Context: an optimization exercise on an open-source flow, tuned for small area. The choices shown serve that exercise and are no tape-out recipe. Function was checked by simulation only, so behaviour that the tests miss may differ from the original. No activity file was given, so power comes from the tool's default toggle rates.

==> flow/design.v <==
module ldsdk_pll #(
    parameter integer P_TICKS   = 240000,
    parameter integer REF_POINT = 1000,
    parameter integer TC        = 10,
    parameter integer K_CLIP    = 2,
    parameter integer G_LEAD    = 3,
    parameter integer G_CLIP    = 1,
    parameter integer G_INT     = 24,
    parameter integer SCALE     = 5,
    parameter integer TRIM_BITS = 10
) (
    input  wire                 clk,
    input  wire                 rst,
    input  wire                 in_valid,
    output wire                 in_ready,
    input  wire [15:0]          in_fn,
    input  wire [31:0]          in_t,
    input  wire                 in_wait_sync,
    input  wire                 in_sf_valid,
    input  wire [15:0]          in_sf_frame,
    output reg                  done,
    output reg                  start,
    output wire [TRIM_BITS-1:0] trim_out,
    output wire                 sat,
    output wire [31:0]          phase,
    output wire [31:0]          err,
    output reg  [15:0]          last_fn,
    output wire [31:0]          last_fts,
    output reg                  fault
);
    function [5:0] inc6(input [5:0] x);
        integer i;
        reg c;
        begin
            c = 1'b1;
            for (i = 0; i < 6; i = i + 1) begin
                inc6[i] = x[i] ^ c;
                c = c & x[i];
            end
        end
    endfunction
    function ge_c(input [31:0] x, input [31:0] c, input integer n);
        integer i;
        reg r;
        begin
            r = 1'b1;
            for (i = 0; i < 32; i = i + 1)
                if (i < n) r = (x[i] & ~c[i]) | (~(x[i] ^ c[i]) & r);
            ge_c = r;
        end
    endfunction
    function [31:0] add_n(input [31:0] a, input [31:0] b, input cin, input integer n);
        integer i;
        reg c;
        begin
            c = cin;
            add_n = 32'd0;
            for (i = 0; i < 32; i = i + 1)
                if (i < n) begin
                    add_n[i] = a[i] ^ b[i] ^ c;
                    c = (a[i] & b[i]) | (c & (a[i] ^ b[i]));
                end
            if (n < 32) add_n[n] = c;
        end
    endfunction
    function [1:0] acc3(input [1:0] r, input b);
        reg [2:0] x;
        begin
            x = {r, b};
            acc3[0] = (x == 3'd3) |
                (x == 3'd4);
            acc3[1] = (x == 3'd1) |
                (x == 3'd2);
        end
    endfunction
    function [2:0] acc5(input [2:0] r, input b);
        reg [3:0] x;
        begin
            x = {r, b};
            acc5[0] = (x == 4'd1) |
                (x == 4'd2) |
                (x == 4'd3) |
                (x == 4'd4);
            acc5[1] = (x == 4'd1) |
                (x == 4'd2) |
                (x == 4'd7) |
                (x == 4'd8);
            acc5[2] = (x == 4'd5) |
                (x == 4'd6);
        end
    endfunction
    function [3:0] f_c5(input [2:0] h5, input lp0, input s);
        reg [4:0] x;
        begin
            x = {h5, lp0, s};
            f_c5[0] = (x == 5'd1) |
                (x == 5'd3) |
                (x == 5'd4) |
                (x == 5'd6) |
                (x == 5'd7) |
                (x == 5'd8) |
                (x == 5'd10) |
                (x == 5'd17) |
                (x == 5'd19);
            f_c5[1] = (x == 5'd1) |
                (x == 5'd3) |
                (x == 5'd8) |
                (x == 5'd9) |
                (x == 5'd10) |
                (x == 5'd11) |
                (x == 5'd16) |
                (x == 5'd18);
            f_c5[2] = (x == 5'd4) |
                (x == 5'd6) |
                (x == 5'd7) |
                (x == 5'd8) |
                (x == 5'd10) |
                (x == 5'd12) |
                (x == 5'd13) |
                (x == 5'd14) |
                (x == 5'd15) |
                (x == 5'd16) |
                (x == 5'd18);
            f_c5[3] = (x == 5'd4) |
                (x == 5'd6) |
                (x == 5'd8) |
                (x == 5'd10) |
                (x == 5'd12) |
                (x == 5'd14) |
                (x == 5'd16) |
                (x == 5'd18);
        end
    endfunction
    function [2:0] f_n3(input [1:0] h3, input [2:0] h5, input lp0, input s);
        reg [6:0] x;
        begin
            x = {h3, h5, lp0, s};
            f_n3[0] = (x == 7'd1) |
                (x == 7'd3) |
                (x == 7'd5) |
                (x == 7'd8) |
                (x == 7'd10) |
                (x == 7'd12) |
                (x == 7'd14) |
                (x == 7'd32) |
                (x == 7'd34) |
                (x == 7'd36) |
                (x == 7'd38) |
                (x == 7'd45) |
                (x == 7'd47) |
                (x == 7'd49) |
                (x == 7'd51) |
                (x == 7'd71) |
                (x == 7'd73) |
                (x == 7'd75) |
                (x == 7'd80) |
                (x == 7'd82);
            f_n3[1] = (x == 7'd8) |
                (x == 7'd10) |
                (x == 7'd12) |
                (x == 7'd13) |
                (x == 7'd14) |
                (x == 7'd15) |
                (x == 7'd16) |
                (x == 7'd17) |
                (x == 7'd18) |
                (x == 7'd19) |
                (x == 7'd32) |
                (x == 7'd34) |
                (x == 7'd36) |
                (x == 7'd38) |
                (x == 7'd39) |
                (x == 7'd40) |
                (x == 7'd41) |
                (x == 7'd42) |
                (x == 7'd43) |
                (x == 7'd44) |
                (x == 7'd46) |
                (x == 7'd64) |
                (x == 7'd65) |
                (x == 7'd66) |
                (x == 7'd67) |
                (x == 7'd68) |
                (x == 7'd69) |
                (x == 7'd70) |
                (x == 7'd80) |
                (x == 7'd82);
            f_n3[2] = (x == 7'd8) |
                (x == 7'd10) |
                (x == 7'd12) |
                (x == 7'd14) |
                (x == 7'd16) |
                (x == 7'd18) |
                (x == 7'd32) |
                (x == 7'd34) |
                (x == 7'd36) |
                (x == 7'd38) |
                (x == 7'd40) |
                (x == 7'd42) |
                (x == 7'd44) |
                (x == 7'd46) |
                (x == 7'd64) |
                (x == 7'd66) |
                (x == 7'd68) |
                (x == 7'd70) |
                (x == 7'd80) |
                (x == 7'd82);
        end
    endfunction
    function [4:0] f_c3(input [1:0] m3, input nz, input s, input [1:0] cl);
        reg [5:0] x;
        begin
            x = {m3, nz, s, cl};
            f_c3[0] = (x == 6'd28) |
                (x == 6'd29) |
                (x == 6'd30) |
                (x == 6'd32) |
                (x == 6'd33) |
                (x == 6'd34) |
                (x == 6'd36) |
                (x == 6'd37) |
                (x == 6'd38) |
                (x == 6'd40) |
                (x == 6'd41) |
                (x == 6'd42) |
                (x == 6'd44) |
                (x == 6'd45) |
                (x == 6'd46);
            f_c3[1] = (x == 6'd1) |
                (x == 6'd2) |
                (x == 6'd4) |
                (x == 6'd9) |
                (x == 6'd10) |
                (x == 6'd12) |
                (x == 6'd16) |
                (x == 6'd21) |
                (x == 6'd22) |
                (x == 6'd24) |
                (x == 6'd28) |
                (x == 6'd32) |
                (x == 6'd37) |
                (x == 6'd38) |
                (x == 6'd40) |
                (x == 6'd45) |
                (x == 6'd46);
            f_c3[2] = (x == 6'd1) |
                (x == 6'd6) |
                (x == 6'd9) |
                (x == 6'd14) |
                (x == 6'd16) |
                (x == 6'd17) |
                (x == 6'd21) |
                (x == 6'd24) |
                (x == 6'd25) |
                (x == 6'd30) |
                (x == 6'd32) |
                (x == 6'd33) |
                (x == 6'd37) |
                (x == 6'd40) |
                (x == 6'd41) |
                (x == 6'd45);
            f_c3[3] = (x == 6'd2) |
                (x == 6'd5) |
                (x == 6'd6) |
                (x == 6'd10) |
                (x == 6'd13) |
                (x == 6'd14) |
                (x == 6'd16) |
                (x == 6'd18) |
                (x == 6'd22) |
                (x == 6'd24) |
                (x == 6'd26) |
                (x == 6'd29) |
                (x == 6'd30) |
                (x == 6'd32) |
                (x == 6'd34) |
                (x == 6'd38) |
                (x == 6'd40) |
                (x == 6'd42) |
                (x == 6'd46);
            f_c3[4] = (x == 6'd2) |
                (x == 6'd6) |
                (x == 6'd10) |
                (x == 6'd14) |
                (x == 6'd16) |
                (x == 6'd18) |
                (x == 6'd22) |
                (x == 6'd24) |
                (x == 6'd26) |
                (x == 6'd30) |
                (x == 6'd32) |
                (x == 6'd34) |
                (x == 6'd38) |
                (x == 6'd40) |
                (x == 6'd42) |
                (x == 6'd46);
        end
    endfunction
    function [3:0] f_n5(input [2:0] m5, input s);
        reg [3:0] x;
        begin
            x = {m5, s};
            f_n5[0] = (x == 4'd1) |
                (x == 4'd2) |
                (x == 4'd6) |
                (x == 4'd7);
            f_n5[1] = (x == 4'd2) |
                (x == 4'd4) |
                (x == 4'd7) |
                (x == 4'd9);
            f_n5[2] = (x == 4'd2) |
                (x == 4'd4) |
                (x == 4'd5) |
                (x == 4'd6) |
                (x == 4'd8);
            f_n5[3] = (x == 4'd2) |
                (x == 4'd4) |
                (x == 4'd6) |
                (x == 4'd8);
        end
    endfunction
    localparam [2:0] S_IDLE = 3'd0, S_D0 = 3'd1,
                     S_PA = 3'd3, S_PB = 3'd4, S_RDY = 3'd5;
    reg [2:0] st;
    reg [5:0] k;
    wire [4:0] k5 = k[4:0];
    reg [17:0] phase_r;
    reg [25:0] err_r;
    reg [24:0] fts_r;
    reg        fts_f;
    assign phase    = {{14{phase_r[17]}}, phase_r};
    assign err      = {{6{err_r[25]}}, err_r};
    assign last_fts = {fts_r, fts_f, fts_f, 1'b0, fts_f, 3'b000};
    wire e_lo  = err_r[25] & ~((&err_r[24:9]) & (|err_r[8:0]));           
    wire e_hi  = ~err_r[25] & ((|err_r[24:10]) | (err_r[9] & (|err_r[8:0])));  
    wire [31:0] neg_e = add_n({22'd0, ~err_r[9:0]}, 32'd0, 1'b1, 10);
    assign trim_out = e_lo ? 10'h1ff : e_hi ? 10'h200 : neg_e[9:0];
    assign sat      = e_lo | e_hi;
    reg  [10:0] ph_hi;       
    reg         pz;          
    wire [17:0] ph;
    reg  [21:0] lpr;         
    reg  [31:0] intr;        
    reg  [25:0] er;
    reg         zf;          
    reg         ovf;
    wire rdy = (st == S_RDY) && (k == 6'd0);
    assign in_ready = ~in_valid | fault | rdy;
    wire accept = in_valid & in_ready & ~rst;
    reg  [24:0] trev;
    integer ti;
    always @* for (ti = 0; ti < 25; ti = ti + 1) trev[ti] = in_t[31 - ti];
    wire [6:0]  t0     = in_t[6:0];
    wire        t_ge40 = ge_c({25'd0, t0}, 32'd40, 7);
    wire        t_lt104 = ~ge_c({25'd0, t0}, 32'd104, 7);
    wire [10:0] d0_r0  = t_ge40 ? 11'd1365 : 11'd1672;
    wire        d0_bit = trev[k[4:0]];
    wire [11:0] d0_y   = {ph_hi, d0_bit};
    wire        d0_q   = ge_c({20'd0, d0_y}, 32'd1875, 12);
    wire        d0_last = (k == 6'd24);
    wire        d0_d   = t_ge40 & t_lt104;
    wire [11:0] d0_c   = d0_q ? (d0_last ? (d0_d ? 12'd2813 : 12'd2812) : 12'd1875)
                              : (d0_last ? (d0_d ? 12'd938 : 12'd937) : 12'd0);
    wire [31:0] d0_z   = add_n({20'd0, d0_y}, {20'd0, ~d0_c}, 1'b1, 12);
    wire [31:0] d_lo   = add_n({25'd0, t0}, 32'd24, 1'b0, 7);
    assign ph = {ph_hi, d_lo[6:0]};
    wire k_ge18 = ge_c({27'd0, k5}, 32'd18, 5);
    wire k_ge22 = ge_c({27'd0, k5}, 32'd22, 5);
    wire ph_k   = (st == S_PA) & (k_ge18 ? ph[17] : ph[k5]);
    wire LP_k   = ~zf & lpr[0];
    wire INT_k  = ~zf & intr[0];
    wire k0     = (k5 == 5'd0);
    wire k_ge3  = ge_c({27'd0, k5}, 32'd3, 5);
    reg  cl, ci;                                 
    wire cl_in  = ~k0 & cl;
    wire ci_in  = ~k0 & ci;
    wire lp_k   = k_ge22 ? lpr[21] : LP_k ^ ph_k ^ cl_in;
    wire lp_c   = (LP_k & ph_k) | (cl_in & (LP_k ^ ph_k));
    wire it_k   = INT_k ^ ph_k ^ ci_in;
    wire it_c   = (INT_k & ph_k) | (ci_in & (INT_k ^ ph_k));
    reg  [1:0] h3, m3t;
    reg  [2:0] h5;
    reg        lp0, sl, si, inz;
    wire k31 = (k5 == 5'd31);
    wire       phz   = (ph_hi == 11'd0) & pz;
    wire       phn   = ph_hi[10];
    wire [1:0] clp   = phz ? 2'd0 : phn ? 2'd2 : 2'd1;
    wire [3:0] c5    = f_c5(h5, lp0, sl);
    wire [2:0] n3    = f_n3(h3, h5, lp0, sl);
    wire [4:0] c3    = f_c3(m3t, inz, si, clp);
    reg  [2:0] m5s;
    reg        ss;
    wire [3:0] n5    = f_n5(m5s, ss);
    wire       in_c   = (st == S_PB) && ge_c({26'd0, k}, 32'd31, 6);
    wire       k_lo32 = ~k[5];
    wire       k_ge1  = ~k0;
    wire k1     = (k5 == 5'd1);
    wire k3     = (k5 == 5'd3);
    reg  cy;                                          
    wire c5_k  = (k5 == 5'd1) ? c5[0] : (k5 == 5'd2) ? c5[1] :
                 (k5 == 5'd3) ? c5[2] : c5[3];
    wire cy_in = ~k1 & cy;
    wire y_k   = lp_k ^ c5_k ^ cy_in;
    wire y_c   = (lp_k & c5_k) | (cy_in & (lp_k ^ c5_k));
    reg  cw;                                          
    wire jc0   = (k == 6'd31);
    wire n5_k  = (k == 6'd31) ? n5[0] : (k == 6'd32) ? n5[1] :
                 (k == 6'd33) ? n5[2] : n5[3];
    wire cw_in = ~jc0 & cw;
    wire w_k   = er[24] ^ n5_k ^ cw_in;
    wire w_c   = (er[24] & n5_k) | (cw_in & (er[24] ^ n5_k));
    reg  q1, q2, b5;
    wire d5_start = in_c ? jc0 : k1;
    wire d5_x  = in_c ? w_k : y_k;
    wire q2_in = ~d5_start & q2;
    wire q1_in = ~d5_start & q1;
    wire b5_in = ~d5_start & b5;
    wire d5_q  = d5_x ^ q2_in ^ b5_in;
    wire d5_b  = (~d5_x & (q2_in | b5_in)) | (q2_in & b5_in);
    wire lead  = d5_q;                                
    reg  lpd, bl;
    wire bl_in = ~k1 & bl;
    wire lpn   = lpd ^ lead ^ bl_in;
    wire lpn_b = (~lpd & (lead | bl_in)) | (lead & bl_in);
    reg  cv;
    wire c3_k  = (k5 == 5'd3) ? c3[0] : (k5 == 5'd4) ? c3[1] :
                 (k5 == 5'd5) ? c3[2] : (k5 == 5'd6) ? c3[3] : c3[4];
    wire cv_in = ~k3 & cv;
    wire v_k   = it_k ^ c3_k ^ cv_in;
    wire v_c   = (it_k & c3_k) | (cv_in & (it_k ^ c3_k));
    reg  ld1, ld2, cz1, cz2, s1, b3;
    wire n3_k   = (k5 == 5'd3) ? n3[0] : (k5 == 5'd4) ? n3[1] : n3[2];
    wire cz1_in = ~k3 & cz1;
    wire cz2_in = ~k3 & cz2;
    wire t_k    = ld2 ^ v_k ^ cz1_in;
    wire t_c    = (ld2 & v_k) | (cz1_in & (ld2 ^ v_k));
    wire z_k    = t_k ^ n3_k ^ cz2_in;
    wire z_c    = (t_k & n3_k) | (cz2_in & (t_k ^ n3_k));
    wire s1_in  = ~k3 & s1;
    wire b3_in  = ~k3 & b3;
    wire s_k    = z_k ^ s1_in ^ b3_in;
    wire s_b    = (~z_k & (s1_in | b3_in)) | (s1_in & b3_in);
    wire k_ge7   = ge_c({27'd0, k5}, 32'd7, 5);
    wire pa_hold = (st == S_PA) & ~in_valid & ~k_ge7;
    wire pa_run  = (st == S_PA) & ~pa_hold;
    wire gate = in_wait_sync & (~in_sf_valid | (in_sf_frame == in_fn));
    wire        fts_bor = ge_c({25'd0, d_lo[6:0]}, 32'd24, 7);
    wire [31:0] fts_new = add_n({7'd0, in_t[31:7]}, {7'd0, ~{{14{ph_hi[10]}}, ph_hi}},
                                ~fts_bor, 25);
    wire e_wr_s = (st == S_PB) && ~in_c && k_ge3 && ~ge_c({26'd0, k}, 32'd29, 6);
    always @(posedge clk) begin
        er <= {e_wr_s ? s_k : er[0], er[25], in_c ? d5_q : er[24], er[23:1]};
        if (rst) begin
            st      <= S_IDLE;
            k       <= 6'd0;
            zf      <= 1'b1;
            done    <= 1'b0;
            start   <= 1'b0;
            fault   <= 1'b0;
            phase_r <= 18'd0;
            err_r   <= 26'd0;
            fts_r   <= 25'd0;
            fts_f   <= 1'b0;
            last_fn <= 16'd0;
        end else begin
            done  <= accept;
            start <= accept & ~fault & ~ovf & gate;
            if (accept && !fault) begin
                phase_r <= ph;
                if (ovf) begin
                    fault <= 1'b1;
                end else begin
                    err_r   <= {er[23:0], er[25:24]};
                    last_fn <= in_fn;
                    fts_r   <= fts_new[24:0];
                    fts_f   <= 1'b1;
                end
            end
            case (st)
            S_IDLE: begin
                if (in_valid && !fault) begin
                    ph_hi <= d0_r0;
                    k     <= 6'd0;
                    st    <= S_D0;
                end
            end
            S_D0: begin
                if (!in_valid) begin
                    st <= S_IDLE;
                end else begin
                    ph_hi <= d0_z[10:0];
                    k     <= inc6(k);
                    if (d0_last) begin
                        pz    <= (d_lo[6:0] == 7'd0);
                        k     <= 6'd0;
                        st    <= S_PA;
                    end
                end
            end
            S_PA: if (pa_run) begin
                k  <= inc6(k);
                if (k0) begin
                    h3  <= 2'd0;
                    h5  <= 3'd0;
                    lp0 <= lp_k;
                    m3t <= 2'd0;
                end else begin
                    h3 <= acc3(h3, lp_k);
                    h5 <= acc5(h5, lp_k);
                end
                if (k0) inz <= it_k;
                else if (~k_ge3) inz <= inz | it_k;
                if (k_ge3) m3t <= acc3(m3t, it_k);
                if (k31) begin
                    sl  <= lp_k;
                    si  <= it_k;
                    ovf <= ci_in ^ it_c;
                    zf  <= 1'b0;
                    k   <= 6'd0;
                    st  <= S_PB;
                end
            end
            S_PB: begin
                k <= inc6(k);
                if (!in_c && k_ge3) begin
                    m5s <= acc5(k3 ? 3'd0 : m5s, s_k);
                    if (k5 == 5'd30) ss <= s_k;
                end
                if (k == 6'd56) begin
                    st <= S_RDY;
                    k  <= 6'd0;
                end
            end
            S_RDY: begin
                k <= (k == 6'd25) ? 6'd0 : inc6(k);
            end
            default: st <= S_IDLE;
            endcase
            if (accept) st <= S_IDLE;
        end
    end
    always @(posedge clk) begin
        if (~pa_hold) begin
            cl <= lp_c;
            ci <= it_c;
        end
        cy  <= y_c;
        lpd <= lp_k;
        q2  <= q1_in;
        q1  <= d5_q;
        b5  <= d5_b;
        bl  <= lpn_b;
        ld1 <= lead;
        ld2 <= ld1;
        cv  <= v_c;
        cz1 <= t_c;
        cz2 <= z_c;
        s1  <= s_k;
        b3  <= s_b;
        cw  <= w_c;
    end
    wire ring_run = pa_run || (st == S_PB && k_lo32);
    wire lp_run   = ring_run && ~k_ge22;
    wire pb       = (st == S_PB);
    always @(posedge clk) begin
        if (ring_run)
            intr <= {it_k, intr[31:1]};
        if (lp_run)
            lpr <= {pb ? lpr[0] : lp_k, (pb && k_ge1) ? lpn : lpr[21], lpr[20:1]};
        else if (pb && k == 6'd22)
            lpr[21] <= lpn;
    end
endmodule
==> flow/flow/run.sh <==
#!/bin/bash
# Layout flow: the standard ORFS flow (standard.sh) with three changes:
#  - synthesis maps the logic with an area-oriented ABC script
#    (flow/abc_area.script in a copy of the ORFS scripts; registers untouched)
#  - the port buffers are the smallest buffer cell
#  - the clock tree is built from small clock buffers, without dummy loads
# The tool output goes to make_finish.log and to ORFS's own logs under orfs/logs.
set -euo pipefail
rm -rf scripts_abc
cp -r "$FLOW_HOME/scripts" scripts_abc
cp flow/abc_area.script scripts_abc/abc_area.script
export SCRIPTS_DIR="$PWD/scripts_abc"
export BUFFER_PORTS_ARGS="-buffer_cell sky130_fd_sc_hd__buf_1"
export CTS_ARGS="-sink_clustering_enable -repair_clock_nets -buf_list sky130_fd_sc_hd__clkbuf_4 -sink_clustering_size 12 -sink_clustering_max_diameter 35 -dont_use_dummy_load"
bash standard.sh finish > make_finish.log 2>&1
==> flow/flow/abc_area.script <==
&get -n
&deepsyn -T 120
&dch -f
&nf -a
&put
topo
dnsize
==> flow/standard.sh <==
#!/bin/bash
# synth_recipe.tcl (not shown) runs the flow's synth.tcl, then flattens the netlist and writes it again
# the make line also repeats each setting of config.mk as NAME=value (left out here)
make -C /OpenROAD-flow-scripts/flow DESIGN_CONFIG=/design/flow/config.mk WORK_HOME=/design/flow/orfs CLKGATE_MAP_FILE= SYNTH_SCRIPT=/design/flow/synth_recipe.tcl "${@:-finish}"
==> flow/config.mk <==
export PLATFORM = sky130hd
export DESIGN_NAME = ldsdk_pll
export DESIGN_NICKNAME = ldsdk_pll
export VERILOG_FILES = /design/flow/design.v
export SDC_FILE = /design/flow/constraint.sdc
export NUM_CORES = 4
export LEC_CHECK = 0
export ABC_AREA = 1
export CAP_MARGIN = 20
export CORE_MARGIN = 2
export CORE_UTILIZATION = 70
export SLEW_MARGIN = 20
==> flow/constraint.sdc <==
create_clock -name core_clock -period 70.0 [get_ports {clk}]
set_input_delay 14.0000 -clock core_clock [delete_from_list [all_inputs] [get_ports {clk}]]
set_output_delay 14.0000 -clock core_clock [all_outputs]
set_load 0.01 [all_outputs]
==> impl_metrics.csv <==
group,metric,value,unit
die,initial_core_util,71.3,%
die,die_w,123,um
die,die_area,15100,um^2
route,drc,0,
outcome,outcome,"finished clean",
cts,cts_resized,0,
synth,yosysWarnings,1,
route,finalWirelength,22200,um
sta,post-route-period-util,40.5,%
cts,htreeDepth,1,
cts,post_cts_buffers,0,
sta,skew,46.7,ps
synth,synth_ff_type,"dfxtp_1",
route,firstDrtPassIters,6,
critical_path,critical_path.max_fanout,4,
route,ant_nets,0,
critical_path,crit_required,56000,ps
synth,synthesis.area,9860,um^2
sta,whs,326,ps
critical_path,cp-start-kind,"input port",
cts,insertion_delay,660,ps
critical_path,cp_num_buf_inv,2,
final_layout,nets,1235,
cts,cts_root_buffer,"clkbuf_4",
sta,finalSetupViolCount,0,
run,maxCapViolations,0,
critical_path,cp_top_family,"buffers and inverters",
pwr,leakage,3.89,nW
cts,holdBufCountCts,0,
critical_path,path_cells,"buf_1 -> nand2_1 -> buf_1",
synth,synth-seq-cells,222,
die,die_h,123,um
sta,finalCriticalPeriod,28330,ps
die,num_rows,43,
sta,fmax,35.3,MHz
placement,pre_cts_ws,41670,ps
route,drtIter0Drc,828,
pwr,power,0.000225,W
global_routing,grt_max_degree,68,
final_layout,stdcell_count,1274,
sta,tns,0,ps
global_routing,overflow,0,
pwr,ir_drop,19.5,uV
final_layout,diodes,0,
global_routing,grt_pass1_wl,34900,um
placement,dp_cells,1244,
final_layout,layout_commonest_cell,"buf_1",
synth,async_reset_ff_share,0,%
route,routed-via-count,7608,
pwr,pwr_density_cell,20.6,nW/um^2
critical_path,slowest_stage,"buf_1",
cts,cts_tree,"done",
final_layout,final_cell_mix,"buf_1 (191), dfxtp_1 (138), clkinv_1 (88)",
global_routing,grt_pass1_vias,7032,
final_layout,layout-drive-gt1-share,4.02,%
critical_path,worstSetupPathType,"in -> out",
critical_path,end_kind,"output pin",
critical_path,critPathMostFrequentCell,"buf_1",
critical_path,critical_path_arrival,14330,ps
synth,netlist_instances,889,
placement,portBuffers,191,
die,io_pins,196,
cts,clockBufferDepth,3,
global_routing,grt_antenna_before_repair,0,
critical_path,cpPeakStageDelay,140,ps
placement,dp_hpwl,16400,um
sta,slew_headroom,31.3,%
route,viasPerCell,5.97,
sta,tightest_slew,1030,ps
hold_path,hold_path.class,"reg -> reg",
critical_path,r2r_slack,59550,ps
global_routing,grt_usage,29.6,%
cts,cts_sinks,222,
synth,ys_seq_area_share,53.6,%
die,coreArea,13800,um^2
synth,avgSynthCellArea,11.1,um^2
placement,place.gp.congestion,0.921,
synth,ys_types,61,
sta,rsz0062_at_grt,"no",
final_layout,area_delta_synth_final,10.8,%
route,drt-wirelength-per-cell,17.5,um
sta,finalHoldViolations,0,
cts,clkTransAtPathRegs,100,ps
sta,worst_slack,41670,ps
synth,synth-edff-count,84,
sta,maxSlewViolCount,0,
cts,cts_buffers,30,
==> power by group <==
part,leakage (nW),total [W],switching (W),internal [W]
Clock,0.138,0.0000579,0.0000383,0.0000196
Combinational,1.88,0.0000275,0.0000170,0.0000106
Sequential,1.88,0.000139,0.00000189,0.000137
Total,3.89,0.000225,0.0000572,0.000168
==> state kept, by name, indices dropped and copies added, names as in the netlist, 2 cells and up <==
name	flops
m5s	3
h5	3
fts_r	25
h3	2
m3t	2
lpr	22
k	6
er	26
intr	32
last_fn	16
phase_r	18
ph_hi	11
st	3
err_r	26
==> per-stage QoR <==
stage | util [%] | cell area (um^2)
floorplan | - | 9870
global placement | 77.4 | 10700
detailed placement | 77.4 | 10700
CTS | 79.0 | 10900
global route | 79.0 | 10900
finish | 79.0 | 10900
==> layer usage <==
| metal | part of all wire, % | up-vias | GRT usage (%) |
|---|---|---|---|
| li1 | - | 3547 | - |
| met1 | 43 | 3645 | 41.9 |
| met2 | 47 | 379 | 47.6 |
| met3 | 8.6 | 37 | 5.30 |
| met4 | 2.0 | 0 | 8.26 |
| met5 | 0 | - | 0 |
==> cell usage after synthesis (9+ instances only) <==
library cell  number  area [um^2]
nor4_1             9         56.3
a22o_1            55          482
clkinv_1          88          330
edfxtp_1          84         2520
nand2_1           76          285
nand3_1           14         70.1
o21ai_0           64          320
nor2_1            80          300
nor3_1            14         70.1
xor2_1            11         96.3
ha_1              27          338
dfxtp_1          138         2760
o22ai_1            9         56.3
buf_4             27          203
fa_1              43          861
nand2b_1          13         81.3
a21oi_1           14         70.1
==> final cells by class <==
class | instances | area (um^2)
Fill cell | 950 | 2900
Multi-Input combinational cell | 555 | 4080
Tap cell | 180 | 225
Clock buffer | 30 | 225
Sequential cell | 222 | 5290
Timing Repair Buffer | 199 | 777
Inverter | 88 | 330
==> cell families after synthesis <==
| group | Yosys count | synth area share, % |
|---|---|---|
| AOI/OAI and AO/OA | 196 | 13.9 |
| muxes | 7 | 0.888 |
| other | 1 | 0.0380 |
| buffers and inverters | 115 | 5.41 |
| DFF | 222 | 53.6 |
| adders and majority gates | 70 | 12.2 |
| and+or+nand+nor | 263 | 12.7 |
| xor gates and xnor gates | 15 | 1.33 |
==> path summary, 6_finish.rpt <==
kind	cells past startpoint	end	start
worst max register to register	26	fts_r[24]	ph_hi[0]
worst max-delay path	3	in_ready	in_valid
worst min register to register	0	er[14]	er[15]
worst min-delay path	0	er[14]	er[15]

re-timing with driven ports:
No port has a modelled driver above. Below, the same layout with a new extraction and two added sets of constraints. Step 1, drivers: a clkbuf_16 drives clk and a buf_2 each remaining input, both assumed. Step 2, shift: input delay + t, output delay - t, t = (earliest + latest rising clock arrival at the registers) / 2. This alone moves slack from input paths to output paths. Slacks: no drivers / after step 1 / after step 2; pairs: no drivers / after step 1.
shift t [ns]: 0.673
slack for setup (ns): 41.671 / 41.647 / 41.647
worst data-port slew with drivers (ns): 0.06
pins driven straight from the clock port: 1
After both steps this run still meets setup and hold. For this run, drivers alone change the setup slack by -0.024 ns; drivers and shift together by -0.024 ns.
